What follows belongs to an exercise in optimizing a design on an open flow for small area, a short achievable clock period and few clock cycles; a production flow would make more cautious choices. Only simulation tests tie the RTL to the original design; equivalence was not proved. Power figures rest on the tool's default switching activity, not on a simulated workload.

--- flow/design.v ---
module tsc_sponge (
    input  wire         clk,
    input  wire         rst,         
    input  wire         cmd_valid,
    output wire         cmd_ready,
    input  wire [1:0]   cmd_op,      
    input  wire [7:0]   din_len,     
    input  wire [485:0] din,         
    output wire [485:0] dout,        
    output wire         absorbed     
);
    localparam N    = 729;
    localparam RATE = 243;
    localparam K    = 1;           
    localparam B    = 27;           
    function [1:0] trot(input [1:0] a, input [1:0] c);
        begin
            case (c)
                2'd1:    trot = {a[0], ~(a[0] | a[1])};    
                2'd2:    trot = {~(a[0] | a[1]), a[1]};    
                default: trot = a;
            endcase
        end
    endfunction
    function [1:0] tadd_port(input [1:0] a, input [1:0] b);
        tadd_port = trot(a, b[1] ? 2'd0 : b[0] ? 2'd2 : 2'd1);
    endfunction
    reg  [2*N-1:0] st;
    reg            abs_flag;
    reg            busy;
    reg            rdy;           
    reg  [4:0]     cnt;
    reg  [1:0]     rm;            
    wire has_data = (din_len != 8'd0);
    wire perm_cmd = (cmd_op == 2'd1) || (cmd_op == 2'd3) ||
                    (cmd_op == 2'd2 && (has_data || !abs_flag));
    wire add_en   = !busy && (cmd_op == 2'd1 || (cmd_op == 2'd2 && has_data));
    wire [2*N-1:0] w0 = st;
    genvar i;
    wire [2*N-1:0] t0, w1;
    tsc_sub #(.D(1)) u_sub0 (.s(w0), .t(t0));
    generate
        for (i = 0; i < N; i = i + 1) begin : g_c0
            case (i)
                14: assign w1[2*i +: 2] = trot(t0[2*i +: 2], (rm + 2'd0) % 3);
                41: assign w1[2*i +: 2] = trot(t0[2*i +: 2], (rm + 2'd1) % 3);
                68: assign w1[2*i +: 2] = trot(t0[2*i +: 2], (rm + 2'd2) % 3);
                95: assign w1[2*i +: 2] = trot(t0[2*i +: 2], (rm + 2'd0) % 3);
                122: assign w1[2*i +: 2] = trot(t0[2*i +: 2], (rm + 2'd1) % 3);
                149: assign w1[2*i +: 2] = trot(t0[2*i +: 2], (rm + 2'd2) % 3);
                176: assign w1[2*i +: 2] = trot(t0[2*i +: 2], (rm + 2'd0) % 3);
                203: assign w1[2*i +: 2] = trot(t0[2*i +: 2], (rm + 2'd1) % 3);
                230: assign w1[2*i +: 2] = trot(t0[2*i +: 2], (rm + 2'd2) % 3);
                257: assign w1[2*i +: 2] = trot(t0[2*i +: 2], (rm + 2'd0) % 3);
                284: assign w1[2*i +: 2] = trot(t0[2*i +: 2], (rm + 2'd1) % 3);
                311: assign w1[2*i +: 2] = trot(t0[2*i +: 2], (rm + 2'd2) % 3);
                338: assign w1[2*i +: 2] = trot(t0[2*i +: 2], (rm + 2'd0) % 3);
                365: assign w1[2*i +: 2] = trot(t0[2*i +: 2], (rm + 2'd1) % 3);
                392: assign w1[2*i +: 2] = trot(t0[2*i +: 2], (rm + 2'd2) % 3);
                419: assign w1[2*i +: 2] = trot(t0[2*i +: 2], (rm + 2'd0) % 3);
                446: assign w1[2*i +: 2] = trot(t0[2*i +: 2], (rm + 2'd1) % 3);
                473: assign w1[2*i +: 2] = trot(t0[2*i +: 2], (rm + 2'd2) % 3);
                500: assign w1[2*i +: 2] = trot(t0[2*i +: 2], (rm + 2'd0) % 3);
                527: assign w1[2*i +: 2] = trot(t0[2*i +: 2], (rm + 2'd1) % 3);
                554: assign w1[2*i +: 2] = trot(t0[2*i +: 2], (rm + 2'd2) % 3);
                581: assign w1[2*i +: 2] = trot(t0[2*i +: 2], (rm + 2'd0) % 3);
                608: assign w1[2*i +: 2] = trot(t0[2*i +: 2], (rm + 2'd1) % 3);
                635: assign w1[2*i +: 2] = trot(t0[2*i +: 2], (rm + 2'd2) % 3);
                662: assign w1[2*i +: 2] = trot(t0[2*i +: 2], (rm + 2'd0) % 3);
                689: assign w1[2*i +: 2] = trot(t0[2*i +: 2], (rm + 2'd1) % 3);
                716: assign w1[2*i +: 2] = trot(t0[2*i +: 2], (rm + 2'd2) % 3);
                default: assign w1[2*i +: 2] = t0[2*i +: 2];
            endcase
        end
    endgenerate
    wire [2*N-1:0] chain;
    generate
        for (i = 0; i < N; i = i + 1) begin : g_scr
            localparam integer J = (i * 376 + 1) % N;
            assign chain[2*J +: 2] = w1[2*i +: 2];
        end
    endgenerate
    wire accept = cmd_valid && !busy;
    wire           go      = cmd_valid && !busy && !rst;
    wire           st_take = !rst && busy;                                      
    wire           st_ea   = go && (cmd_op == 2'd1);                            
    wire           st_ef   = go && (cmd_op == 2'd2) && has_data;                
    wire           st_keep = !rst && !busy && !(cmd_valid && cmd_op != 2'd3 &&
                             (cmd_op != 2'd2 || has_data));                     
    wire           cap_keep = !rst && !busy && !(cmd_valid && cmd_op == 2'd0);
    wire [2*N-1:0] st_next;
    tsc_upd #(.W(2*N-2*RATE)) u_upd (.x(chain[2*N-1:2*RATE]), .s(st[2*N-1:2*RATE]), .take(st_take),
                                     .keep(cap_keep), .d(st_next[2*N-1:2*RATE]));
    tsc_absupd u_absupd (.x(chain[2*RATE-1:0]), .s(st[2*RATE-1:0]), .din(din), .len(din_len),
                         .take(st_take), .keep(st_keep), .ea(st_ea), .ef(st_ef),
                         .d(st_next[2*RATE-1:0]));
    always @(posedge clk)
        st <= st_next;
    always @(posedge clk) begin
        if (rst) begin
            abs_flag <= 1'b0;
            busy     <= 1'b0;
            rdy      <= 1'b1;
            cnt      <= 5'd0;
            rm       <= 2'd0;
        end else if (busy) begin
            rm <= (rm + K) % 3;
            if (cnt == B - 1) begin
                busy <= 1'b0;
                rdy  <= 1'b1;
                cnt  <= 5'd0;
                rm   <= 2'd0;
            end else begin
                cnt <= cnt + 5'd1;
            end
        end else if (accept) begin
            if (cmd_op == 2'd0) begin
                abs_flag <= 1'b0;
            end else if (perm_cmd) begin
                if (add_en)
                    abs_flag <= 1'b1;
                busy <= 1'b1;
                rdy  <= 1'b0;
                rm   <= 0;
            end
        end
    end
    assign cmd_ready = rdy;
    assign absorbed  = abs_flag;
    generate
        for (i = 0; i < RATE; i = i + 1) begin : g_out
            assign dout[2*i +: 2] = {st[2*i+1], st[2*i] | st[2*i+1]};
        end
    endgenerate
endmodule
module tsc_sub #(
    parameter integer D = 1
) (
    input  wire [1457:0] s,
    output wire [1457:0] t
);
    localparam N = 729;
    function [1:0] tadd(input [1:0] a, input [1:0] b);
        reg za, zb;
        begin
            za = ~(a[0] | a[1]);
            zb = ~(b[0] | b[1]);
            tadd[0] = (za & b[0]) | (a[0] & zb) | (a[1] & b[1]);
            tadd[1] = (za & b[1]) | (a[1] & zb) | (a[0] & b[0]);
        end
    endfunction
    genvar m;
    generate
        for (m = 0; m < N; m = m + 2) begin : g_pair
            localparam integer I0 = (m * D) % N;             
            localparam integer I1 = ((m + 1) * D) % N;
            localparam integer IM = ((m + N - 1) * D) % N;   
            localparam integer IP = ((m + 2) * D) % N;       
            wire [1:0] q = tadd(s[2*I0 +: 2], s[2*I1 +: 2]);
            assign t[2*I0 +: 2] = tadd(s[2*IM +: 2], q);
            if (m < N - 1) begin : g_t1
                assign t[2*I1 +: 2] = tadd(s[2*IP +: 2], q);
            end
        end
    endgenerate
endmodule
module tsc_upd (
    input  wire [W-1:0] x,
    input  wire [W-1:0] s,
    input  wire         take,
    input  wire         keep,
    output wire [W-1:0] d
);
    parameter integer W = 1458;
    assign d = ({W{take}} & x) | ({W{keep}} & s);
endmodule
module tsc_absupd (
    input  wire [485:0] x,
    input  wire [485:0] s,
    input  wire [485:0] din,
    input  wire [7:0]   len,
    input  wire         take,
    input  wire         keep,
    input  wire         ea,
    input  wire         ef,
    output wire [485:0] d
);
    genvar i;
    generate
        for (i = 0; i < 243; i = i + 1) begin : g_lane
            wire c1 = ~din[2*i] & ~din[2*i+1];           
            wire c2 = din[2*i] & ~din[2*i+1];            
            wire c0 = din[2*i+1];                        
            wire lt = (i < len);
            wire eq = (i == len);
            wire r1 = lt & c1;                           
            wire r2 = lt & c2 | eq;                      
            wire r0 = ~(r1 | r2);                        
            wire g0 = keep | ea & c0 | ef & r0;          
            wire g1 = ea & c1 | ef & r1;                 
            wire g2 = ea & c2 | ef & r2;                 
            wire z  = ~(s[2*i] | s[2*i+1]);
            assign d[2*i]   = take & x[2*i]   | g0 & s[2*i]   | g1 & z      | g2 & s[2*i+1];
            assign d[2*i+1] = take & x[2*i+1] | g0 & s[2*i+1] | g1 & s[2*i] | g2 & z;
        end
    endgenerate
endmodule
--- flow/flow/run.sh ---
#!/bin/bash
# Own layout flow: the standard flow (standard.sh, same synthesis script and
# config.mk settings), except that
#  - modules tsc_sub (substitution layer), tsc_upd and tsc_absupd (state update,
#    absorb) come from flow/tsc_map.v, hand-mapped netlists of the same functions
#    in sky130_fd_sc_hd cells;
#  - the ABC buffers are removed at floorplan instead of an early timing repair;
#  - the port buffers are buf_2 cells and the resizer may change a cell's footprint;
#  - after global placement, high-fanout nets get placement-based buffer trees
#    (flow/pre_resize.tcl, flow/trees.tcl) before the standard repair_design;
#  - timing repair after CTS and global routing aims SETUP_MARGIN ns below the period.
set -euo pipefail
W=$(pwd)
SETUP_MARGIN=${SETUP_MARGIN:-3.6}
awk 'BEGIN{skip=0} /^[ \t]*module[ \t]+(tsc_sub|tsc_upd|tsc_absupd)[ \t]*[(#]/{skip=1} {if(!skip)print} skip&&/^[ \t]*endmodule/{skip=0}' \
    design.v > layout_design.v
grep -qE "module (tsc_sub|tsc_upd|tsc_absupd)\b" layout_design.v && { echo "module not removed" >&2; exit 1; }
cat flow/tsc_map.v >> layout_design.v
sed "s#^export VERILOG_FILES *=.*#export VERILOG_FILES = $W/layout_design.v#" config.mk > config_own.mk
grep -q "layout_design.v" config_own.mk || { echo "VERILOG_FILES not set" >&2; exit 1; }
sed "s#$W/config.mk#$W/config_own.mk#g" standard.sh > own.sh
grep -q "config_own.mk" own.sh || { echo "config path not replaced" >&2; exit 1; }
bash own.sh REMOVE_ABC_BUFFERS=1 MATCH_CELL_FOOTPRINT=0 \
    "BUFFER_PORTS_ARGS=-buffer_cell sky130_fd_sc_hd__buf_2" \
    PRE_RESIZE_TCL=$W/flow/pre_resize.tcl \
    SETUP_SLACK_MARGIN=$SETUP_MARGIN finish > own_flow.log 2>&1
test -s out/final.def
--- flow/flow/pre_resize.tcl ---
# Before the first repair_design: buffer trees for the high-fanout signal nets (the
# state-update selects reach every lane), built from the global placement.
source [file join [file dirname [info script]] trees.tcl]
tsc_fanout_trees 24 12 sky130_fd_sc_hd__buf_4
--- flow/flow/trees.tcl ---
# Buffer trees for high-fanout signal nets, built from the placement: the loads of a
# net are split by recursive bisection on their locations into groups of at most
# LEAF loads, each group gets a buffer at its centre, and the net is treated again
# until its fanout is small.
proc tsc_split {items axis leaf} {
  if {[llength $items] <= $leaf} { return [list $items] }
  set idx [expr {$axis == 0 ? 1 : 2}]
  set sorted [lsort -integer -index $idx $items]
  set half [expr {[llength $sorted] / 2}]
  set a [lrange $sorted 0 [expr {$half - 1}]]
  set b [lrange $sorted $half end]
  return [concat [tsc_split $a [expr {1 - $axis}] $leaf] [tsc_split $b [expr {1 - $axis}] $leaf]]
}
proc tsc_loads {net} {
  set items {}
  foreach it [$net getITerms] {
    if {![$it isInputSignal]} continue
    set inst [$it getInst]
    set loc [$inst getLocation]
    lappend items [list $it [lindex $loc 0] [lindex $loc 1]]
  }
  return $items
}
proc tsc_tree {net leaf cell} {
  set block [ord::get_db_block]
  set dbu [$block getDefUnits]
  set n 0
  while {1} {
    set items [tsc_loads $net]
    if {[llength $items] <= $leaf} break
    set groups [tsc_split $items 0 $leaf]
    foreach g $groups {
      if {[llength $g] < 2} continue
      set pins {}
      set sx 0; set sy 0
      foreach e $g {
        set it [lindex $e 0]
        lappend pins [get_pins "[[$it getInst] getName]/[[$it getMTerm] getName]"]
        set sx [expr {$sx + [lindex $e 1]}]
        set sy [expr {$sy + [lindex $e 2]}]
      }
      set cx [expr {double($sx) / [llength $g] / $dbu}]
      set cy [expr {double($sy) / [llength $g] / $dbu}]
      insert_buffer -buffer_cell $cell -net [get_nets [$net getName]] -load_pins $pins -location [list $cx $cy]
      incr n
    }
  }
  return $n
}
proc tsc_fanout_trees {min_fanout leaf cell} {
  set block [ord::get_db_block]
  set todo {}
  foreach net [$block getNets] {
    if {[$net getSigType] != "SIGNAL"} continue
    set cnt 0
    foreach it [$net getITerms] { if {[$it isInputSignal]} { incr cnt } }
    if {$cnt >= $min_fanout} { lappend todo $net }
  }
  set total 0
  foreach net $todo {
    set nm [$net getName]
    set k [tsc_tree $net $leaf $cell]
    puts "tsc_fanout_trees: $nm: $k buffers"
    incr total $k
  }
  puts "tsc_fanout_trees: [llength $todo] nets, $total buffers"
}
--- flow/flow/tsc_map.v ---
// Gate-level versions of modules tsc_sub, tsc_upd and tsc_absupd of rtl/tsc_sponge.v
// (the same functions, in sky130_fd_sc_hd cells), used for the layout in their place.

// t[i] = s[i-D] + s[i] + s[i+D]; NAND-NAND sums of products on the code
// (bit 0: trit is +1, bit 1: trit is -1) and the zero flags z.
module tsc_sub #(
    parameter integer D = 1
) (
    input  wire [1457:0] s,
    output wire [1457:0] t
);
    localparam N = 729;
    wire [N-1:0] z;
    genvar i, m;
    generate
        for (i = 0; i < N; i = i + 1) begin : g_z
            sky130_fd_sc_hd__nor2_1 u_z (.A(s[2*i]), .B(s[2*i+1]), .Y(z[i]));
        end
        for (m = 0; m < N; m = m + 2) begin : g_pair
            localparam integer I0 = (m * D) % N;
            localparam integer I1 = ((m + 1) * D) % N;
            localparam integer IM = ((m + N - 1) * D) % N;
            localparam integer IP = ((m + 2) * D) % N;
            wire qp, qm, zq, p1, p2, p3, m1, m2, m3;
            sky130_fd_sc_hd__nand2_1 u_p1 (.A(z[I0]),      .B(s[2*I1]),   .Y(p1));
            sky130_fd_sc_hd__nand2_1 u_p2 (.A(s[2*I0]),    .B(z[I1]),     .Y(p2));
            sky130_fd_sc_hd__nand2_1 u_p3 (.A(s[2*I0+1]),  .B(s[2*I1+1]), .Y(p3));
            sky130_fd_sc_hd__nand3_1 u_qp (.A(p1), .B(p2), .C(p3), .Y(qp));
            sky130_fd_sc_hd__nand2_1 u_m1 (.A(z[I0]),      .B(s[2*I1+1]), .Y(m1));
            sky130_fd_sc_hd__nand2_1 u_m2 (.A(s[2*I0+1]),  .B(z[I1]),     .Y(m2));
            sky130_fd_sc_hd__nand2_1 u_m3 (.A(s[2*I0]),    .B(s[2*I1]),   .Y(m3));
            sky130_fd_sc_hd__nand3_1 u_qm (.A(m1), .B(m2), .C(m3), .Y(qm));
            sky130_fd_sc_hd__nor2_1  u_zq (.A(qp), .B(qm), .Y(zq));
            tsc_add_q u_t0 (.a(s[2*IM +: 2]), .za(z[IM]), .qp(qp), .qm(qm), .zq(zq), .y(t[2*I0 +: 2]));
            if (m < N - 1) begin : g_t1
                tsc_add_q u_t1 (.a(s[2*IP +: 2]), .za(z[IP]), .qp(qp), .qm(qm), .zq(zq), .y(t[2*I1 +: 2]));
            end
        end
    endgenerate
endmodule

// y = a + q, with the zero flags of both operands given
module tsc_add_q (
    input  wire [1:0] a,
    input  wire       za,
    input  wire       qp,
    input  wire       qm,
    input  wire       zq,
    output wire [1:0] y
);
    wire p1, p2, p3, m1, m2, m3;
    sky130_fd_sc_hd__nand2_1 u_p1 (.A(za),   .B(qp), .Y(p1));
    sky130_fd_sc_hd__nand2_1 u_p2 (.A(a[0]), .B(zq), .Y(p2));
    sky130_fd_sc_hd__nand2_1 u_p3 (.A(a[1]), .B(qm), .Y(p3));
    sky130_fd_sc_hd__nand3_1 u_yp (.A(p1), .B(p2), .C(p3), .Y(y[0]));
    sky130_fd_sc_hd__nand2_1 u_m1 (.A(za),   .B(qm), .Y(m1));
    sky130_fd_sc_hd__nand2_1 u_m2 (.A(a[1]), .B(zq), .Y(m2));
    sky130_fd_sc_hd__nand2_1 u_m3 (.A(a[0]), .B(qp), .Y(m3));
    sky130_fd_sc_hd__nand3_1 u_ym (.A(m1), .B(m2), .C(m3), .Y(y[1]));
endmodule

// d = take & x | keep & s
module tsc_upd (
    input  wire [W-1:0] x,
    input  wire [W-1:0] s,
    input  wire         take,
    input  wire         keep,
    output wire [W-1:0] d
);
    parameter integer W = 1458;
    genvar i;
    generate
        for (i = 0; i < W; i = i + 1) begin : g_d
            sky130_fd_sc_hd__a22o_1 u_d (.A1(take), .A2(x[i]), .B1(keep), .B2(s[i]), .X(d[i]));
        end
    endgenerate
endmodule

// Rate lanes of the state update with the absorb (see tsc_absupd in rtl/tsc_sponge.v).
// The lane decode of len is split in two 4-bit halves: i < len is
// (i/16 < len/16) | (i/16 == len/16) & (i%16 < len%16).
module tsc_absupd (
    input  wire [485:0] x,
    input  wire [485:0] s,
    input  wire [485:0] din,
    input  wire [7:0]   len,
    input  wire         take,
    input  wire         keep,
    input  wire         ea,
    input  wire         ef,
    output wire [485:0] d
);
    wire [15:0] ah_lt, ah_eq, bl_lt, bl_eq;
    genvar i;
    generate
        for (i = 0; i < 16; i = i + 1) begin : g_pre
            assign ah_lt[i] = (i < len[7:4]);
            assign ah_eq[i] = (i == len[7:4]);
            assign bl_lt[i] = (i < len[3:0]);
            assign bl_eq[i] = (i == len[3:0]);
        end
        for (i = 0; i < 243; i = i + 1) begin : g_lane
            wire c1, c2, lt, eq, r1, r2, r0, g0, g1, g2, z, pa, pb, ma, mb;
            sky130_fd_sc_hd__nor2_1   u_c1 (.A(din[2*i]), .B(din[2*i+1]), .Y(c1));
            sky130_fd_sc_hd__nor2b_1  u_c2 (.A(din[2*i+1]), .B_N(din[2*i]), .Y(c2));
            sky130_fd_sc_hd__a21o_1   u_lt (.A1(ah_eq[i/16]), .A2(bl_lt[i%16]), .B1(ah_lt[i/16]), .X(lt));
            sky130_fd_sc_hd__and2_1   u_eq (.A(ah_eq[i/16]), .B(bl_eq[i%16]), .X(eq));
            sky130_fd_sc_hd__and2_1   u_r1 (.A(lt), .B(c1), .X(r1));
            sky130_fd_sc_hd__a21o_1   u_r2 (.A1(lt), .A2(c2), .B1(eq), .X(r2));
            sky130_fd_sc_hd__nor2_1   u_r0 (.A(r1), .B(r2), .Y(r0));
            sky130_fd_sc_hd__a221o_1  u_g0 (.A1(ea), .A2(din[2*i+1]), .B1(ef), .B2(r0), .C1(keep), .X(g0));
            sky130_fd_sc_hd__a22o_1   u_g1 (.A1(ea), .A2(c1), .B1(ef), .B2(r1), .X(g1));
            sky130_fd_sc_hd__a22o_1   u_g2 (.A1(ea), .A2(c2), .B1(ef), .B2(r2), .X(g2));
            sky130_fd_sc_hd__nor2_1   u_z  (.A(s[2*i]), .B(s[2*i+1]), .Y(z));
            sky130_fd_sc_hd__a22oi_1  u_pa (.A1(take), .A2(x[2*i]), .B1(g0), .B2(s[2*i]), .Y(pa));
            sky130_fd_sc_hd__a22oi_1  u_pb (.A1(g1), .A2(z), .B1(g2), .B2(s[2*i+1]), .Y(pb));
            sky130_fd_sc_hd__nand2_1  u_p  (.A(pa), .B(pb), .Y(d[2*i]));
            sky130_fd_sc_hd__a22oi_1  u_ma (.A1(take), .A2(x[2*i+1]), .B1(g0), .B2(s[2*i+1]), .Y(ma));
            sky130_fd_sc_hd__a22oi_1  u_mb (.A1(g1), .A2(s[2*i]), .B1(g2), .B2(z), .Y(mb));
            sky130_fd_sc_hd__nand2_1  u_m  (.A(ma), .B(mb), .Y(d[2*i+1]));
        end
    endgenerate
endmodule
--- flow/standard.sh ---
#!/bin/bash
# synth_recipe.tcl (not shown) runs the flow's synth.tcl, then flattens the netlist and writes it again
# the make line also repeats each setting of config.mk as NAME=value (left out here)
make -C /OpenROAD-flow-scripts/flow DESIGN_CONFIG=/design/flow/config.mk WORK_HOME=/design/flow/orfs CLKGATE_MAP_FILE= SYNTH_SCRIPT=/design/flow/synth_recipe.tcl "${@:-finish}"
--- flow/config.mk ---
export PLATFORM = sky130hd
export DESIGN_NAME = tsc_sponge
export DESIGN_NICKNAME = tsc_sponge
export VERILOG_FILES = /design/flow/design.v
export SDC_FILE = /design/flow/constraint.sdc
export NUM_CORES = 8
export LEC_CHECK = 0
export CAP_MARGIN = 15
export CORE_MARGIN = 2
export CORE_UTILIZATION = 30
export CTS_CLUSTER_DIAMETER = 100
export CTS_CLUSTER_SIZE = 16
export GPL_TIMING_DRIVEN = 0
export PLACE_DENSITY = 0.5
export SLEW_MARGIN = 15
--- flow/constraint.sdc ---
create_clock -name core_clock -period 6.5 [get_ports {clk}]
set_input_delay 1.3000 -clock core_clock [delete_from_list [all_inputs] [get_ports {clk}]]
set_output_delay 1.3000 -clock core_clock [all_outputs]
set_load 0.01 [all_outputs]
==> results of run 1 <==
==> cell type report <==
class | instances | area, sq um | area share
Clock buffer | 128 | 3030 | 0.0213
Clock inverter | 45 | 536 | 0.00376
Antenna cell | 150 | 375 | 0.00264
Timing Repair Buffer | 2465 | 20300 | 0.142
Sequential cell | 1468 | 31200 | 0.219
Multi-Input combinational cell | 15500 | 80600 | 0.566
Tap cell | 4816 | 6030 | 0.0423
Inverter | 69 | 310 | 0.00218
==> metal layers <==
layer / track usage / vias up
li1: - / 65600
met1: 0.490 / 71900
met2: 0.575 / 12500
met3: 0.145 / 3035
met4: 0.461 / 84
met5: 0.00155 / -
==> state kept, by name, indices dropped and copies added (netlist names) <==
register and count:
st 1458, cnt 5, busy 1, abs_flag 1, rm 2, rdy 1
==> through the flow <==
stage          std cells  hold slack (ps)
2_1_floorplan      17000              452
3_3_place_gp       22800              470
3_5_place_dp       23500              467
4_1_cts            24400              485
5_1_grt            24500              507
6_report           24600              486
==> cell usage in the layout, fill, tap and decap left out, types with 63 or more instances in the layout <==
cell,n
dfxtp_4,486
a22o_1,1451
nor2b_1,244
dfxtp_1,977
nand2_1,7063
or2_4,243
buf_4,1229
nand3_1,2185
a22oi_1,726
inv_1,63
nor2_1,1836
a22oi_2,246
a21o_1,486
diode_2,150
buf_2,706
and2_1,487
clkbuf_16,142
buf_6,349
a221o_1,243
buf_12,84
==> worst paths after layout <==
check,start,endpoint,depth (start not counted)
worst max-delay path,din_len[0],st[418]$_DFF_P_,17
worst min-delay path,rdy$_SDFFE_PP1P_,rdy$_SDFFE_PP1P_,1
worst max register to register,st[1182]$_DFF_P_,st[450]$_DFF_P_,8
worst min register to register,rdy$_SDFFE_PP1P_,rdy$_SDFFE_PP1P_,1
==> critical path, delay by kind of cell <==
| kind | cells | cell delay [ps] |
|---|---|---|
| AOI/OAI and AO/OA | 3 | 640 |
| buffers and inverters | 11 | 1710 |
| and+or+nand+nor | 3 | 410 |
==> power groups by stage <==
stage	Sequential, mW	Combinational (mW)	Clock [mW]
global placement	10.6	6.88	0
global route	10.1	9.68	8.13
finish	10.1	9.58	7.88
CTS	10.0	8.79	7.81
detailed placement	10.8	7.39	0
floorplan	10.1	4.20	0
==> cell families after synthesis <==
group,share of synthesized area
AND/OR/NAND/NOR,0.464
AO/OA/AOI/OAI,0.247
flip-flops,0.268
buffers and inverters,0.0204
adder cells (fa/ha/maj),0.000570
XOR/XNOR,0.000240
other,0.0000342
multiplexers,0.000103
==> timing repair <==
action | in CTS | in global routing
gates cloned | 14 | 11
gates resized for setup | 1793 | 343
pin swaps | 184 | 89
endpoints found under the setup margin | 993 | 657
buffers inserted | 746 | 40
==> results.toml, run 1 <==
[sta]
report.final.setup_viol = 0
period_minus_slack_ps = 3420
slew_headroom = 0.101
finalSetupTns_ps = 0
finalCritPeriodShare = 0.527
finClkSkew_ps = 62.6
drv_slew = 0
setup_ws_ps = 3080
rsz0062_at_grt = "true"
finalHoldViolations = 0
worst_pin_slew_ps = 1340
timing.fmax_mhz = 292

[logic_synthesis]
synth-seq-cells = 1468
synth_area_leaders = "dfxtp_1 27%, nand2_1 24%, a22o_1 12%, nand3_1 10%, a22oi_1 6.7%"
synth-seq-area-share = 0.268
synth_commonest_cells = "7066 x nand2_1, 2189 x nand3_1, 1875 x nor2_1"
netlist_instances = 17300
synth_edf_count = 0
synth.most_common_cell = "nand2_1"
async_flop_share = 0
yosys.cell_types.count = 47
synth_top_cell_area_share = 0.268
synth_area_sq_um = 110000
synth_largest_area_cell = "dfxtp_1"
synth_flop_cell = "dfxtp_1"
syn_avg_cell_area_sq_um = 6.35
yosys_warnings = 1

[layout]
fin_area_sq_um = 142000
nets = 20100
drive_gt1_frac = 0.189
fin_util = 0.390
fill_cells = 38500
area_delta_synth_final_pct = 29.7

[floorplanning]
core_area_sq_um = 365000
dieArea_sq_um = 371000
io_pins = 987
die_w_um = 609
rows = 222
initial_utilization = 0.301
dieHeight_um = 609

[critical_path]
cp.arrival_ps = 4170
cpMaxStageDelayCell = "a221o_1"
cp-start-kind = "primary input"
slowest_delay_ps = 340
worst-setup-path-type = "in -> reg"
cpMostUsedCell = "buf_12"
cp-end-kind = "flip-flop"
r2r_slack_ps = 3110
crit_chain = "buf_12 > nor4_4 > buf_4 > buf_12 > buf_12 > buf_12 > clkinv_16 > o21ai_4 > nor3_2 > buf_6 > buf_12 > buf_12 > clkbuf_16 > buf_8 > a221o_1 > a22oi_2 > nand2_1"
required_ps = 7240
critPathMaxFanout = 11

[routing]
dr_wl_met2_um = 319000
drc_errors = 0
drt_iter0_markers = 28900
drtAntennaViolNets = 0
viasPerCell = 6.22
wl_per_cell_um = 33.9
vias = 153000
met1_length_um = 287000
first_pass_iters = 13
wl_um = 834000
routed-wl-met3_um = 117000
routed.top_layer = "met5"

[clock_tree]
path_clk_slew_ps = 80
cts-buffers-inserted = 116
cts_tree = "done"
clk_path_buf_depth = 3
insertion_delay_ps = 890
cts_hold_buf = 0
cts-root-buf = "clkbuf_16"
htreeDepth = 3
cts.sinks = 1468

[grt]
grt_pass1_vias = 127000
antenna_found_initial = 198
grt_max_degree = 19
grt_usage = 0.422
grt_pass1_wl_um = 1080000
gr-total-overflow = 0

[power_and_ir_drop]
power_frac_clock = 0.286
p_seq_frac = 0.366
power.share.combinational = 0.348
internal-power_mw = 15.7
leakage_nw = 63.7
finalPower_mw = 27.5
switchingPower_mw = 11.8
powerDensity_nw_per_um2 = 194
max-vdd-ir-drop_mv = 0.243
netSwitchingFraction = 0.429

[placed_design]
dpl.hpwl_um = 655000
gp_congestion = 1.05
port_buffers = 986
pre_cts_ws_ps = 371
place_area_sq_um = 125000

[worst_hold_path]
hp-class = "reg -> reg"

[flow_run]
cap_viol_max_count = 0

[status]
outcome = "no timing/DRC/antenna violations"
Testbench counts, summed over its fixed seeds: cycles 32,184.
==> run 2: changes to the inputs <==
--- a/flow/design.v
+++ b/flow/design.v
@@ -17,6 +17,6 @@
         begin
             case (c)
-                2'd1:    trot = {a[0], ~(a[0] | a[1])};    
-                2'd2:    trot = {~(a[0] | a[1]), a[1]};    
+                2'd1:    trot = {a[0] & ~a[1], ~a[1]};      
+                2'd2:    trot = {~a[0], ~(a[0] & ~a[1])};   
                 default: trot = a;
             endcase
@@ -130,5 +130,5 @@
     generate
         for (i = 0; i < RATE; i = i + 1) begin : g_out
-            assign dout[2*i +: 2] = {st[2*i+1], st[2*i] | st[2*i+1]};
+            assign dout[2*i +: 2] = st[2*i +: 2];
         end
     endgenerate
@@ -141,12 +141,18 @@
 );
     localparam N = 729;
-    function [1:0] tadd(input [1:0] a, input [1:0] b);
-        reg za, zb;
+    function [2:0] hot(input [1:0] c);
+        hot = {~c[0], c[1], c[0] & ~c[1]};
+    endfunction
+    function [2:0] qsum(input [2:0] a, input [2:0] b);
+        reg p, m;
         begin
-            za = ~(a[0] | a[1]);
-            zb = ~(b[0] | b[1]);
-            tadd[0] = (za & b[0]) | (a[0] & zb) | (a[1] & b[1]);
-            tadd[1] = (za & b[1]) | (a[1] & zb) | (a[0] & b[0]);
-        end
+            p = (a[2] & b[0]) | (a[0] & b[2]) | (a[1] & b[1]);
+            m = (a[2] & b[1]) | (a[1] & b[2]) | (a[0] & b[0]);
+            qsum = {~(p | m), m, p};
+        end
+    endfunction
+    function [1:0] tsum(input [2:0] a, input [2:0] q);
+        tsum = {(a[2] & q[1]) | (a[1] & q[2]) | (a[0] & q[0]),
+                ~((a[2] & q[2]) | (a[0] & q[1]) | (a[1] & q[0]))};
     endfunction
     genvar m;
@@ -157,8 +163,8 @@
             localparam integer IM = ((m + N - 1) * D) % N;   
             localparam integer IP = ((m + 2) * D) % N;       
-            wire [1:0] q = tadd(s[2*I0 +: 2], s[2*I1 +: 2]);
-            assign t[2*I0 +: 2] = tadd(s[2*IM +: 2], q);
+            wire [2:0] q = qsum(hot(s[2*I0 +: 2]), hot(s[2*I1 +: 2]));
+            assign t[2*I0 +: 2] = tsum(hot(s[2*IM +: 2]), q);
             if (m < N - 1) begin : g_t1
-                assign t[2*I1 +: 2] = tadd(s[2*IP +: 2], q);
+                assign t[2*I1 +: 2] = tsum(hot(s[2*IP +: 2]), q);
             end
         end
@@ -200,8 +206,9 @@
             wire g1 = ea & c1 | ef & r1;                 
             wire g2 = ea & c2 | ef & r2;                 
-            wire z  = ~(s[2*i] | s[2*i+1]);
-            assign d[2*i]   = take & x[2*i]   | g0 & s[2*i]   | g1 & z      | g2 & s[2*i+1];
-            assign d[2*i+1] = take & x[2*i+1] | g0 & s[2*i+1] | g1 & s[2*i] | g2 & z;
-        end
-    endgenerate
-endmodule
+            wire z  = ~s[2*i];                           
+            wire p  = s[2*i] & ~s[2*i+1];                
+            assign d[2*i]   = take & x[2*i]   | g0 & s[2*i]   | g1 & ~s[2*i+1] | g2 & ~p;
+            assign d[2*i+1] = take & x[2*i+1] | g0 & s[2*i+1] | g1 & p         | g2 & z;
+        end
+    endgenerate
+endmodule
==> flow/flow/tsc_map.v (replaced) <==
// Gate-level versions of modules tsc_sub, tsc_upd and tsc_absupd of rtl/tsc_sponge.v
// (the same functions, in sky130_fd_sc_hd cells), used for the layout in their place.
// Trits are in the port code (bit 0: not 0, bit 1: -1).

// y = a1 & a2 | b1 & b2 | c1 & c2, as NAND-NAND
module tsc_sop3 (
    input  wire a1, a2, b1, b2, c1, c2,
    output wire y
);
    wire na, nb, nc;
    sky130_fd_sc_hd__nand2_1 u_a (.A(a1), .B(a2), .Y(na));
    sky130_fd_sc_hd__nand2_1 u_b (.A(b1), .B(b2), .Y(nb));
    sky130_fd_sc_hd__nand2_1 u_c (.A(c1), .B(c2), .Y(nc));
    sky130_fd_sc_hd__nand3_1 u_y (.A(na), .B(nb), .C(nc), .Y(y));
endmodule

// t = a + q, a one-hot (z: 0, m: -1, p: +1), q one-hot; t in the port code
module tsc_tsum (
    input  wire       az, am, ap,
    input  wire       qz, qm, qp,
    output wire [1:0] t
);
    sky130_fd_sc_hd__a222oi_1 u_nz (.A1(az), .A2(qz), .B1(ap), .B2(qm), .C1(am), .C2(qp), .Y(t[0]));
    tsc_sop3 u_m (.a1(az), .a2(qm), .b1(am), .b2(qz), .c1(ap), .c2(qp), .y(t[1]));
endmodule

// t[i] = s[i-D] + s[i] + s[i+D]
module tsc_sub #(
    parameter integer D = 1
) (
    input  wire [1457:0] s,
    output wire [1457:0] t
);
    localparam N = 729;
    wire [N-1:0] z, p;
    genvar i, m;
    generate
        for (i = 0; i < N; i = i + 1) begin : g_h
            sky130_fd_sc_hd__inv_1  u_z (.A(s[2*i]), .Y(z[i]));
            sky130_fd_sc_hd__nor2_1 u_p (.A(z[i]), .B(s[2*i+1]), .Y(p[i]));
        end
        for (m = 0; m < N; m = m + 2) begin : g_pair
            localparam integer I0 = (m * D) % N;
            localparam integer I1 = ((m + 1) * D) % N;
            localparam integer IM = ((m + N - 1) * D) % N;
            localparam integer IP = ((m + 2) * D) % N;
            wire qp, qm, qz;
            tsc_sop3 u_qp (.a1(z[I0]), .a2(p[I1]), .b1(p[I0]), .b2(z[I1]), .c1(s[2*I0+1]), .c2(s[2*I1+1]), .y(qp));
            tsc_sop3 u_qm (.a1(z[I0]), .a2(s[2*I1+1]), .b1(s[2*I0+1]), .b2(z[I1]), .c1(p[I0]), .c2(p[I1]), .y(qm));
            sky130_fd_sc_hd__nor2_1 u_qz (.A(qp), .B(qm), .Y(qz));
            tsc_tsum u_t0 (.az(z[IM]), .am(s[2*IM+1]), .ap(p[IM]), .qz(qz), .qm(qm), .qp(qp), .t(t[2*I0 +: 2]));
            if (m < N - 1) begin : g_t1
                tsc_tsum u_t1 (.az(z[IP]), .am(s[2*IP+1]), .ap(p[IP]), .qz(qz), .qm(qm), .qp(qp), .t(t[2*I1 +: 2]));
            end
        end
    endgenerate
endmodule

// d = take & x | keep & s
module tsc_upd (
    input  wire [W-1:0] x,
    input  wire [W-1:0] s,
    input  wire         take,
    input  wire         keep,
    output wire [W-1:0] d
);
    parameter integer W = 1458;
    genvar i;
    generate
        for (i = 0; i < W; i = i + 1) begin : g_d
            sky130_fd_sc_hd__a22o_1 u_d (.A1(take), .A2(x[i]), .B1(keep), .B2(s[i]), .X(d[i]));
        end
    endgenerate
endmodule

// Rate lanes of the state update with the absorb (see tsc_absupd in rtl/tsc_sponge.v).
// The lane decode of len is split in two 4-bit halves: i < len is
// (i/16 < len/16) | (i/16 == len/16) & (i%16 < len%16).
module tsc_absupd (
    input  wire [485:0] x,
    input  wire [485:0] s,
    input  wire [485:0] din,
    input  wire [7:0]   len,
    input  wire         take,
    input  wire         keep,
    input  wire         ea,
    input  wire         ef,
    output wire [485:0] d
);
    wire [15:0] ah_lt, ah_eq, bl_lt, bl_eq;
    genvar i;
    generate
        for (i = 0; i < 16; i = i + 1) begin : g_pre
            assign ah_lt[i] = (i < len[7:4]);
            assign ah_eq[i] = (i == len[7:4]);
            assign bl_lt[i] = (i < len[3:0]);
            assign bl_eq[i] = (i == len[3:0]);
        end
        for (i = 0; i < 243; i = i + 1) begin : g_lane
            wire c1, c2, lt, eq, r1, r2, r0, g0, g1, g2, z, p, nm, np, pa, pb, ma, mb;
            sky130_fd_sc_hd__nor2_1   u_c1 (.A(din[2*i]), .B(din[2*i+1]), .Y(c1));
            sky130_fd_sc_hd__nor2b_1  u_c2 (.A(din[2*i+1]), .B_N(din[2*i]), .Y(c2));
            sky130_fd_sc_hd__a21o_1   u_lt (.A1(ah_eq[i/16]), .A2(bl_lt[i%16]), .B1(ah_lt[i/16]), .X(lt));
            sky130_fd_sc_hd__and2_1   u_eq (.A(ah_eq[i/16]), .B(bl_eq[i%16]), .X(eq));
            sky130_fd_sc_hd__and2_1   u_r1 (.A(lt), .B(c1), .X(r1));
            sky130_fd_sc_hd__a21o_1   u_r2 (.A1(lt), .A2(c2), .B1(eq), .X(r2));
            sky130_fd_sc_hd__nor2_1   u_r0 (.A(r1), .B(r2), .Y(r0));
            sky130_fd_sc_hd__a221o_1  u_g0 (.A1(ea), .A2(din[2*i+1]), .B1(ef), .B2(r0), .C1(keep), .X(g0));
            sky130_fd_sc_hd__a22o_1   u_g1 (.A1(ea), .A2(c1), .B1(ef), .B2(r1), .X(g1));
            sky130_fd_sc_hd__a22o_1   u_g2 (.A1(ea), .A2(c2), .B1(ef), .B2(r2), .X(g2));
            sky130_fd_sc_hd__inv_1    u_z  (.A(s[2*i]), .Y(z));
            sky130_fd_sc_hd__nor2_1   u_pp (.A(z), .B(s[2*i+1]), .Y(p));
            sky130_fd_sc_hd__inv_1    u_nm (.A(s[2*i+1]), .Y(nm));
            sky130_fd_sc_hd__inv_1    u_np (.A(p), .Y(np));
            sky130_fd_sc_hd__a22oi_1  u_pa (.A1(take), .A2(x[2*i]), .B1(g0), .B2(s[2*i]), .Y(pa));
            sky130_fd_sc_hd__a22oi_1  u_pb (.A1(g1), .A2(nm), .B1(g2), .B2(np), .Y(pb));
            sky130_fd_sc_hd__nand2_1  u_p  (.A(pa), .B(pb), .Y(d[2*i]));
            sky130_fd_sc_hd__a22oi_1  u_ma (.A1(take), .A2(x[2*i+1]), .B1(g0), .B2(s[2*i+1]), .Y(ma));
            sky130_fd_sc_hd__a22oi_1  u_mb (.A1(g1), .A2(p), .B1(g2), .B2(z), .Y(mb));
            sky130_fd_sc_hd__nand2_1  u_m  (.A(ma), .B(mb), .Y(d[2*i+1]));
        end
    endgenerate
endmodule
==> results.toml, run 2 <==
[layout]
fin_util = 0.371
largest-register = "st"
final_cell_mix = "4898 x nand2_1, 1818 x nor2_1, 1490 x inv_1"
largest_reg_flops = 1458
nets = 18700
reg_top3 = "st: 1458 flops, cnt: 5 flops, rm: 2 flops"
drive_gt1_frac = 0.163
area_delta_synth_final_pct = 23.1
layout_commonest_cell = "nand2_1"
instances_no_fill = 23300

[critical_path]
cp-start-kind = "flip-flop"
cpMaxStageDelayCell = "a222oi_1"
r2r_cells = 8
cp-end-kind = "flip-flop"
r2r_slack_ps = 3200
critPathMaxFanout = 5
worst-setup-path-type = "reg -> reg"
cp.buffers_inverters = 1
r2r-start = "st[1224]$_DFF_P_"
crit_family = "compound AO/OA/AOI/OAI gates"
cp.arrival_ps = 4180
timing.rr.end = "st[250]$_DFF_P_"
startpoint = "st[1224]$_DFF_P_"
slowest_delay_ps = 1110
crit_chain = "inv_1 > nor2_1 > nand2_1 > nand3_1 > nor2_1 > a222oi_1 > a22oi_1 > nand2_1"
required_ps = 7380

[routing]
drt_iter0_markers = 31500
vias = 146000
drtAntennaViolNets = 0
wl_um = 804000
wl_per_cell_um = 34.5
drc_errors = 0
viasPerCell = 6.24
first_pass_iters = 14

[placed_design]
placedCellCount = 22800
gp_congestion = 1.08
dpl.hpwl_um = 656000
port_buffers = 986

[logic_synthesis]
synth_area_leaders = "dfxtp_1 26%, nand2_1 17%, a22o_1 11%, a22oi_1 6.7%, nand3_1 6.6%"
syn_avg_cell_area_sq_um = 6.71
yosys.cell_types.count = 42
synth_edf_count = 0
synth.most_common_cell = "nand2_1"
yosys_warnings = 1
synth-seq-area-share = 0.265
async_flop_share = 0
synth_largest_area_cell = "dfxtp_1"
synth_flop_cell = "dfxtp_1"
netlist_instances = 16600
synth_area_sq_um = 111000
synth-seq-cells = 1468
synth_commonest_cells = "4904 x nand2_1, 1879 x nor2_1, 1497 x inv_1"
synth_top_cell_area_share = 0.265

[grt]
use_met2 = 0.558
met3_usage = 0.125
antenna_found_initial = 151
grt_pass1_vias = 120000
grt.busiest_layer = "met2"
grt_use_met1 = 0.476
grt_max_degree = 20
grt_pass1_wl_um = 1030000
gr-total-overflow = 0
grt_usage = 0.400

[floorplanning]
die_w_um = 612
initial_utilization = 0.301
io_pins = 987
core_area_sq_um = 369000
dieArea_sq_um = 375000
dieHeight_um = 612
rows = 223

[worst_hold_path]
holdPathEnd = "st[852]$_DFF_P_"
hold_start = "st[852]$_DFF_P_"
holdPathStages = 1
hp-class = "reg -> reg"

[status]
outcome = "complete, but fails checks"
violations = "max-slew violations"

[sta]
period_minus_slack_ps = 3300
finClkSkew_ps = 77.1
worst_pin_slew_ps = 1580
slew_headroom = -0.0536
finalCritPeriodShare = 0.508
finalSetupTns_ps = 0
finalHoldViolations = 0
rsz0062_at_grt = "true"
drv_slew = 4
report.final.setup_viol = 0
timing.fmax_mhz = 303

[clock_tree]
path_clk_slew_ps = 80
clk_path_buf_depth = 4
cts-root-buf = "clkbuf_16"
insertion_delay_ps = 1000
htreeDepth = 3
cts_tree = "done"
cts_hold_buf = 0
cts-buffers-inserted = 118
cts.sinks = 1468

[flow_run]
cap_viol_max_count = 0

[power_and_ir_drop]
leakage_nw = 59.2
powerDensity_nw_per_um2 = 245
max-vdd-ir-drop_mv = 0.232
[run 2: cell count changes after synthesis, moves of 52 or more]
| cell | delta |
|---|---|
| a221oi_1 | -52 |
| a222oi_1 | +729 |
| buf_4 | +243 |
| inv_1 | +1430 |
| nand2_1 | -2162 |
| nand3_1 | -729 |
| or2_2 | -243 |
[run 2: per-stage QoR]
step                hold slack, ps  total power [mW]  setup WS, ps  cell area (sq um)
finish                         478              33.6          3200             137000
global route                   490              33.9          3300             137000
CTS                            479              32.2          3390             133000
detailed placement             454              24.1           787             126000
global placement               456              23.8        -91880             118000
floorplan                      442              17.7        -49740             107000
[run 2: area by class of cell]
class / count / area [sq um]
diodes: 113 / 283
clock buffers: 137 / 3190
clock inverters: 31 / 445
fillers: 39500 / 232000
inverters: 1497 / 5660
multi-input cells: 13100 / 74300
flip-flops and latches: 1468 / 30500
well taps: 4950 / 6190
repair buffers: 2039 / 16100
[run 2: metal layers]
| layer | up-vias | share of wire |
|---|---|---|
| met3 | 2487 | 0.14 |
| met5 | - | 0.00057 |
| met1 | 68900 | 0.35 |
| met2 | 11700 | 0.39 |
| met4 | 60 | 0.12 |
| li1 | 62500 | - |
[run 2: cells by family (layout without fill, tap and decap cells)]
family / count (synthesis) / after routing / share of synthesized area
xor+xnor: 3 / 3 / 0.000237
compound gates: 3990 / 3990 / 0.307
buf+inv: 2014 / 3704 / 0.0847
simple gates: 9047 / 9047 / 0.341
flops: 1468 / 1468 / 0.265
other cells: 1 / 131 / 0.0000338
fa+ha+maj: 5 / 5 / 0.000563
mux: 26 / 26 / 0.00234
[run 2: worst max-delay path by stage]
stage	to	slack (ps)	depth (start not counted)
floorplan	st[1000]$_DFF_P_	-49740	3
global placement	st[1440]$_DFF_P_	-91880	4
detailed placement	st[65]$_DFF_P_	790	12
CTS	st[468]$_DFF_P_	3390	13
global route	st[360]$_DFF_P_	3300	15
finish	st[250]$_DFF_P_	3200	8
[run 2: repair_timing]
item | in CTS | in global routing
resized for setup | 1013 | 481
gates cloned | 16 | 18
pin swaps | 61 | 134
endpoints found under the setup margin | 869 | 519
buffers inserted | 186 | 45
[run 2: where the power goes]
part	internal (mW)	switching, mW
Clock	3.76	4.25
Combinational	4.28	10.1
Sequential	9.66	1.50
Testbench counts of run 2, summed over its fixed seeds: cycles 32,184.
==> run 3: changes to the inputs <==
--- a/flow/flow/run.sh
+++ b/flow/flow/run.sh
@@ -12,5 +12,5 @@
 set -euo pipefail
 W=$(pwd)
-SETUP_MARGIN=${SETUP_MARGIN:-3.6}
+SETUP_MARGIN=${SETUP_MARGIN:-3.2}
 awk 'BEGIN{skip=0} /^[ \t]*module[ \t]+(tsc_sub|tsc_upd|tsc_absupd)[ \t]*[(#]/{skip=1} {if(!skip)print} skip&&/^[ \t]*endmodule/{skip=0}' \
     design.v > layout_design.v
--- a/flow/flow/tsc_map.v
+++ b/flow/flow/tsc_map.v
@@ -15,5 +15,6 @@
 endmodule
 
-// t = a + q, a one-hot (z: 0, m: -1, p: +1), q one-hot; t in the port code
+// t = a + q, a one-hot (z: 0, m: -1, p: +1), q one-hot; t in the port code. Its
+// outputs drive the index scramble, a long wire, so they come from larger cells.
 module tsc_tsum (
     input  wire       az, am, ap,
@@ -21,6 +22,13 @@
     output wire [1:0] t
 );
-    sky130_fd_sc_hd__a222oi_1 u_nz (.A1(az), .A2(qz), .B1(ap), .B2(qm), .C1(am), .C2(qp), .Y(t[0]));
-    tsc_sop3 u_m (.a1(az), .a2(qm), .b1(am), .b2(qz), .c1(ap), .c2(qp), .y(t[1]));
+    wire z1, z2, z3, m1, m2, m3;
+    sky130_fd_sc_hd__nand2_1 u_z1 (.A(az), .B(qz), .Y(z1));
+    sky130_fd_sc_hd__nand2_1 u_z2 (.A(ap), .B(qm), .Y(z2));
+    sky130_fd_sc_hd__nand2_1 u_z3 (.A(am), .B(qp), .Y(z3));
+    sky130_fd_sc_hd__and3_2  u_nz (.A(z1), .B(z2), .C(z3), .X(t[0]));
+    sky130_fd_sc_hd__nand2_1 u_m1 (.A(az), .B(qm), .Y(m1));
+    sky130_fd_sc_hd__nand2_1 u_m2 (.A(am), .B(qz), .Y(m2));
+    sky130_fd_sc_hd__nand2_1 u_m3 (.A(ap), .B(qp), .Y(m3));
+    sky130_fd_sc_hd__nand3_2 u_m  (.A(m1), .B(m2), .C(m3), .Y(t[1]));
 endmodule
 
--- a/flow/config.mk
+++ b/flow/config.mk
@@ -8,8 +8,8 @@
 export CAP_MARGIN = 15
 export CORE_MARGIN = 2
-export CORE_UTILIZATION = 30
+export CORE_UTILIZATION = 38
 export CTS_CLUSTER_DIAMETER = 100
 export CTS_CLUSTER_SIZE = 16
 export GPL_TIMING_DRIVEN = 0
-export PLACE_DENSITY = 0.5
+export PLACE_DENSITY = 0.55
 export SLEW_MARGIN = 15
==> results.toml, run 3 <==
[status]
outcome = "no timing/DRC/antenna violations"

[logic_synthesis]
synth-seq-area-share = 0.243
synth_top_cell_area_share = 0.243
synth_edf_count = 0
async_flop_share = 0
synth-seq-cells = 1468
synth_xor_area_frac = 0.000217
synth_commonest_cells = "7091 x nand2_1, 1882 x nor2_1, 1495 x inv_1"
synth_area_sq_um = 121000
synth_compound_area_frac = 0.221
synth_area_leaders = "dfxtp_1 24%, nand2_1 22%, a22o_1 11%, a22oi_1 6.2%, nand3_2 6.0%"
syn_avg_cell_area_sq_um = 6.46
synthMuxAreaShare = 0.00231
synth_adder_area_share = 0.000517
synth.most_common_cell = "nand2_1"
yosys_warnings = 1
netlist_instances = 18700
synth_flop_cell = "dfxtp_1"
synth_top_family_by_area = "simple AND/OR/NAND/NOR gates"
yosys.cell_types.count = 42
synth-simple-area-share = 0.456
synth_largest_area_cell = "dfxtp_1"

[worst_hold_path]
holdPathStages = 1
hp-class = "reg -> reg"

[floorplanning]
dieHeight_um = 568
io_pins = 987
rows = 207
initial_utilization = 0.381
core_area_sq_um = 318000
die_w_um = 568
dieArea_sq_um = 323000

[critical_path]
cp_num_cells = 9
cpMaxStageDelayCell = "nor2_1"
required_ps = 7320
cp-end-kind = "flip-flop"
slowest_delay_ps = 1090
cp.buffers_inverters = 1
crit_chain = "inv_1 > nor2_1 > nand2_1 > nand3_1 > nor2_4 > nand2_1 > nand3_2 > a22oi_1 > nand2_1"
critPathMaxFanout = 5
cp-start-kind = "flip-flop"
r2r_cells = 9
cp.arrival_ps = 4390
cpMostUsedCell = "nand2_1"
worst-setup-path-type = "reg -> reg"
crit_family = "simple AND/OR/NAND/NOR gates"

[grt]
grt_pass1_vias = 126000
gr-total-overflow = 0
grt_max_degree = 19
grt_usage = 0.468
grt_pass1_wl_um = 1050000
antenna_found_initial = 163

[placed_design]
port_buffers = 986
gp_congestion = 1.10
dpl.hpwl_um = 673000

[power_and_ir_drop]
finalPower_mw = 31.8
power.share.combinational = 0.397
leakage_nw = 68.6
netSwitchingFraction = 0.463
switchingPower_mw = 14.7
max-vdd-ir-drop_mv = 0.251
internal-power_mw = 17.1
powerDensity_nw_per_um2 = 229
p_seq_frac = 0.347
power_frac_clock = 0.256

[routing]
first_pass_iters = 16
wl_per_cell_um = 32.9
drc_errors = 0
viasPerCell = 6.26
vias = 153000
drtAntennaViolNets = 0
wl_um = 804000
drt_iter0_markers = 27600

[sta]
worst_pin_slew_ps = 1340
rsz0062_at_grt = "false"
drv_slew = 0
timing.fmax_mhz = 280
finalSetupTns_ps = 0
period_minus_slack_ps = 3570
fin_hold_ws_ps = 479
slew_headroom = 0.108
finClkSkew_ps = 53.1
finalHoldViolations = 0
report.final.setup_viol = 0
finalCritPeriodShare = 0.550

[clock_tree]
clk_path_buf_depth = 4
path_clk_slew_ps = 80
htreeDepth = 3
cts-root-buf = "clkbuf_16"
cts.sinks = 1468
insertion_delay_ps = 950
cts_hold_buf = 0
cts-buffers-inserted = 122
cts_tree = "done"

[flow_run]
cap_viol_max_count = 0

[layout]
reg_top3 = "st: 1458 flops, cnt: 5 flops, rm: 2 flops"
largest-register = "st"
area_delta_synth_final_pct = 14.6
final_cell_mix = "7087 x nand2_1, 1848 x nor2_1, 1490 x inv_1"
layout_commonest_cell = "nand2_1"
fill_cells = 33400
nets = 20600
fin_util = 0.437
largest_reg_flops = 1458
drive_gt1_frac = 0.173
run 3: worst paths after layout:
path | start | endpoint | slack, ps
setup / recovery | st[280]$_DFF_P_ | st[307]$_DFF_P_ | 2930
hold / removal | st[488]$_DFF_P_ | st[488]$_DFF_P_ | 480
setup reg to reg | st[280]$_DFF_P_ | st[307]$_DFF_P_ | 2930
hold reg to reg | st[488]$_DFF_P_ | st[488]$_DFF_P_ | 480
run 3: cell families after synthesis:
| family | count (synthesis) |
|---|---|
| AOI/OAI and AO/OA | 3259 |
| xor gates and xnor gates | 3 |
| adders and majority gates | 5 |
| buffers and inverters | 2013 |
| DFF | 1468 |
| muxes | 28 |
| other | 1 |
| and+or+nand+nor | 12000 |
run 3: metal layers:
layer	wire, um	GRT usage	share of wire	up-vias
met5	323	0.00223	0.00040	-
met4	89100	0.442	0.11	48
met1	294000	0.577	0.37	72300
met2	304000	0.625	0.38	12100
li1	-	-	-	66300
met3	116000	0.164	0.14	2412
run 3: layout make-up:
| cell class | count | area, sq um | area share |
|---|---|---|---|
| multi-input combinational | 15300 | 82800 | 0.597 |
| sequential | 1468 | 29500 | 0.212 |
| timing repair buffer | 1691 | 11400 | 0.0823 |
| inverter | 1495 | 5620 | 0.0405 |
| tap | 4180 | 5230 | 0.0377 |
| clock buffer | 139 | 3240 | 0.0233 |
| clock inverter | 42 | 503 | 0.00362 |
| antenna | 182 | 455 | 0.00328 |
run 3: through the flow:
step | cell area [sq um] | std cells | worst slack (ps)
floorplan | 117000 | 18200 | -41880
detailed placement | 134000 | 24100 | 966
finish | 139000 | 24500 | 2930
CTS | 138000 | 24300 | 3210
global placement | 128000 | 23400 | -78480
global route | 138000 | 24300 | 3150
run 3: power by group through the flow:
stage	clock network, mW	registers, mW	logic, mW
finish	8.12	11.0	12.6
global route	8.32	11.0	12.9
CTS	8.07	10.9	11.8
detailed placement	0	11.1	11.7
global placement	0	11.1	12.1
floorplan	0	10.4	6.78
run 3: timing repair:
item,CTS,global route
resized for setup,123,34
setup endpoints to repair,563,342
buffers inserted,15,6
pin swaps,10,8
==> run 4: changes to the inputs <==
--- a/flow/flow/run.sh
+++ b/flow/flow/run.sh
@@ -12,5 +12,5 @@
 set -euo pipefail
 W=$(pwd)
-SETUP_MARGIN=${SETUP_MARGIN:-3.2}
+SETUP_MARGIN=${SETUP_MARGIN:-3.6}
 awk 'BEGIN{skip=0} /^[ \t]*module[ \t]+(tsc_sub|tsc_upd|tsc_absupd)[ \t]*[(#]/{skip=1} {if(!skip)print} skip&&/^[ \t]*endmodule/{skip=0}' \
     design.v > layout_design.v
--- a/flow/config.mk
+++ b/flow/config.mk
@@ -8,8 +8,8 @@
 export CAP_MARGIN = 15
 export CORE_MARGIN = 2
-export CORE_UTILIZATION = 38
+export CORE_UTILIZATION = 30
 export CTS_CLUSTER_DIAMETER = 100
 export CTS_CLUSTER_SIZE = 16
 export GPL_TIMING_DRIVEN = 0
-export PLACE_DENSITY = 0.55
+export PLACE_DENSITY = 0.5
 export SLEW_MARGIN = 15
==> results.toml, run 4 <==
[status]
outcome = "no timing/DRC/antenna violations"

[grt]
met3_usage = 0.128
grt_use_met1 = 0.476
use_met2 = 0.547
grt_max_degree = 19
grt_usage = 0.399
grt_pass1_vias = 129000
grt.busiest_layer = "met2"
gr-total-overflow = 0
antenna_found_initial = 219
grt_pass1_wl_um = 1120000

[routing]
wl_um = 867000
vias = 154000
wl_per_cell_um = 33.6
first_pass_iters = 10
viasPerCell = 5.97
drc_errors = 0
drt_iter0_markers = 26400
drtAntennaViolNets = 0

[clock_tree]
cts_tree = "done"
cts-buffers-inserted = 122
cts-root-buf = "clkbuf_16"
insertion_delay_ps = 1000
clk_path_buf_depth = 4
cts.sinks = 1468
path_clk_slew_ps = 90
htreeDepth = 3

[power_and_ir_drop]
power_frac_clock = 0.253
internal-power_mw = 17.2
switchingPower_mw = 15.3
finalPower_mw = 32.5
power.share.combinational = 0.415
p_seq_frac = 0.333
powerDensity_nw_per_um2 = 223
max-vdd-ir-drop_mv = 0.236
leakage_nw = 70.7
netSwitchingFraction = 0.470

[logic_synthesis]
synth-seq-cells = 1468
synth-seq-area-share = 0.243
synth_area_sq_um = 121000
synth_commonest_cells = "7091 x nand2_1, 1882 x nor2_1, 1495 x inv_1"
synth_top_cell_area_share = 0.243
synth_flop_cell = "dfxtp_1"
synth_edf_count = 0
async_flop_share = 0
yosys_warnings = 1
synth_area_leaders = "dfxtp_1 24%, nand2_1 22%, a22o_1 11%, a22oi_1 6.2%, nand3_2 6.0%"
syn_avg_cell_area_sq_um = 6.46
synth.most_common_cell = "nand2_1"
yosys.cell_types.count = 42
netlist_instances = 18700
synth_largest_area_cell = "dfxtp_1"

[placed_design]
pre_cts_ws_ps = 1250
dpl.hpwl_um = 712000
place_area_sq_um = 135000
port_buffers = 986
gp_congestion = 1.06
placedCellCount = 25200

[critical_path]
r2r_cells = 9
timing.rr.end = "st[365]$_DFF_P_"
cp-end-kind = "flip-flop"
cp.arrival_ps = 4100
critPathMaxFanout = 5
required_ps = 7330
worst-setup-path-type = "reg -> reg"
r2r-start = "st[600]$_DFF_P_"
cp-start-kind = "flip-flop"
r2r_slack_ps = 3220

[worst_hold_path]
hold_start = "st[1214]$_DFF_P_"
holdPathEnd = "st[1214]$_DFF_P_"
hp-class = "reg -> reg"
holdPathStages = 1

[sta]
rsz0062_at_grt = "true"
worst_pin_slew_ps = 1400
report.final.setup_viol = 0
drv_slew = 0
timing.fmax_mhz = 305
fin_hold_ws_ps = 478
finalCritPeriodShare = 0.504
finalSetupTns_ps = 0
period_minus_slack_ps = 3280
setup_ws_ps = 3220
finalHoldViolations = 0
finClkSkew_ps = 68.7
slew_headroom = 0.0638

[layout]
fin_area_sq_um = 146000
final_cell_mix = "7087 x nand2_1, 1818 x nor2_1, 1485 x inv_1"
drive_gt1_frac = 0.210
nets = 20800
fin_util = 0.362
layout_commonest_cell = "nand2_1"
fill_cells = 43400
largest-register = "st"
largest_reg_flops = 1458
area_delta_synth_final_pct = 20.3
instances_no_fill = 25800
reg_top3 = "st: 1458 flops, cnt: 5 flops, rm: 2 flops"

[floorplanning]
core_area_sq_um = 402000
io_pins = 987
dieArea_sq_um = 409000
die_w_um = 639
rows = 233
dieHeight_um = 639
initial_utilization = 0.301

[flow_run]
cap_viol_max_count = 0
-- run 4: cell counts after synthesis --
No cell type changed its count.
-- run 4: layout make-up --
class	instances	area (sq um)	share of cell area
Tap cell	5287	6620	0.0454
Clock buffer	142	3220	0.0221
Multi-Input combinational cell	15300	83800	0.576
Inverter	1495	5670	0.0389
Timing Repair Buffer	1941	14700	0.101
Sequential cell	1468	30600	0.210
Clock inverter	42	483	0.00332
Antenna cell	180	450	0.00309
-- run 4: critical path: stages (launching register included) --
cell        delay (ps)
dfxtp_1            410
clkinvlp_4         460
nor2_2             800
nand2_1            110
nand3_1            390
nor2_1             280
nand2_1            150
nand3_2            200
a22oi_1            240
nand2_1             70
-- run 4: logic make-up after synthesis --
kind of cell / Yosys count / synth area share
AO/OA/AOI/OAI: 3259 / 0.221
XOR/XNOR: 3 / 0.000217
adder cells (fa/ha/maj): 5 / 0.000517
buffers and inverters: 2013 / 0.0776
flip-flops: 1468 / 0.243
multiplexers: 28 / 0.00231
other: 1 / 0.0000310
AND/OR/NAND/NOR: 12000 / 0.456
-- run 4: how the worst max path moves through the flow --
stage | to | cells after the start | slack, ps | start
after CTS | dout[137] | 1 | 3430 | st[137]$_DFF_P_
after global routing | st[340]$_DFF_P_ | 17 | 3430 | din_len[7]
after global placement | st[371]$_DFF_P_ | 4 | -79670 | rst
after floorplan | st[0]$_DFF_P_ | 3 | -41880 | rst
final | st[365]$_DFF_P_ | 9 | 3220 | st[600]$_DFF_P_
after detailed placement | st[43]$_DFF_P_ | 13 | 1250 | din_len[3]
-- run 4: what timing repair did --
| action | in CTS | in global routing |
|---|---|---|
| setup endpoints to repair | 1631 | 497 |
| gates cloned | 7 | 7 |
| hold buffers | 0 | 0 |
| pin swaps | 55 | 72 |
| gates resized for setup | 1088 | 247 |
| buffers inserted | 243 | 18 |
-- run 4: metal layers --
metal,vias up,share of wire,wire length [um]
li1,66800,-,-
met1,73400,0.36,314000
met2,11400,0.39,336000
met3,2519,0.13,111000
met4,78,0.12,105000
met5,-,0.00054,469
-- run 4: power groups by stage --
stage / Clock (mW) / Sequential [mW] / Combinational, mW
after floorplan: 0 / 10.4 / 6.78
after global placement: 0 / 11.2 / 12.3
after detailed placement: 0 / 11.1 / 12.0
after CTS: 8.17 / 10.7 / 12.6
after global routing: 8.43 / 10.8 / 13.7
final: 8.21 / 10.8 / 13.5

## port drivers added, routing unchanged
How much do the figures lean on ideal ports? The routed layouts below were timed once more, with nothing changed but the port constraints.
Step 1, drivers: a clkbuf_16 drives clk and a buf_2 each remaining input, both assumed.
Step 2 moves the port delays by t, midway between the first and last clock arrival at a register: inputs arrive t later, outputs are due t later. That takes back most of the time a late clock gives input paths.
a / b / c = ideal ports / drivers / drivers and shift; a / b = the first two.
| run | t (ns) | slack for setup (ns) | worst data-port slew with drivers (ns) |
|---|---|---|---|
| run 1 | 0.983 | 3.077 / 3.108 / 2.156 | 0.27 |
| run 2 | 1.060 | 3.199 / 3.199 / 2.235 | 0.19 |
| run 3 | 1.033 | 2.927 / 2.927 / 2.100 | 0.23 |
| run 4 | 1.090 | 3.224 / 3.224 / 2.346 | 0.25 |
The setup slack of run 2, which loses most, moves by 0.000 ns with the drivers and by -0.964 ns with both steps.
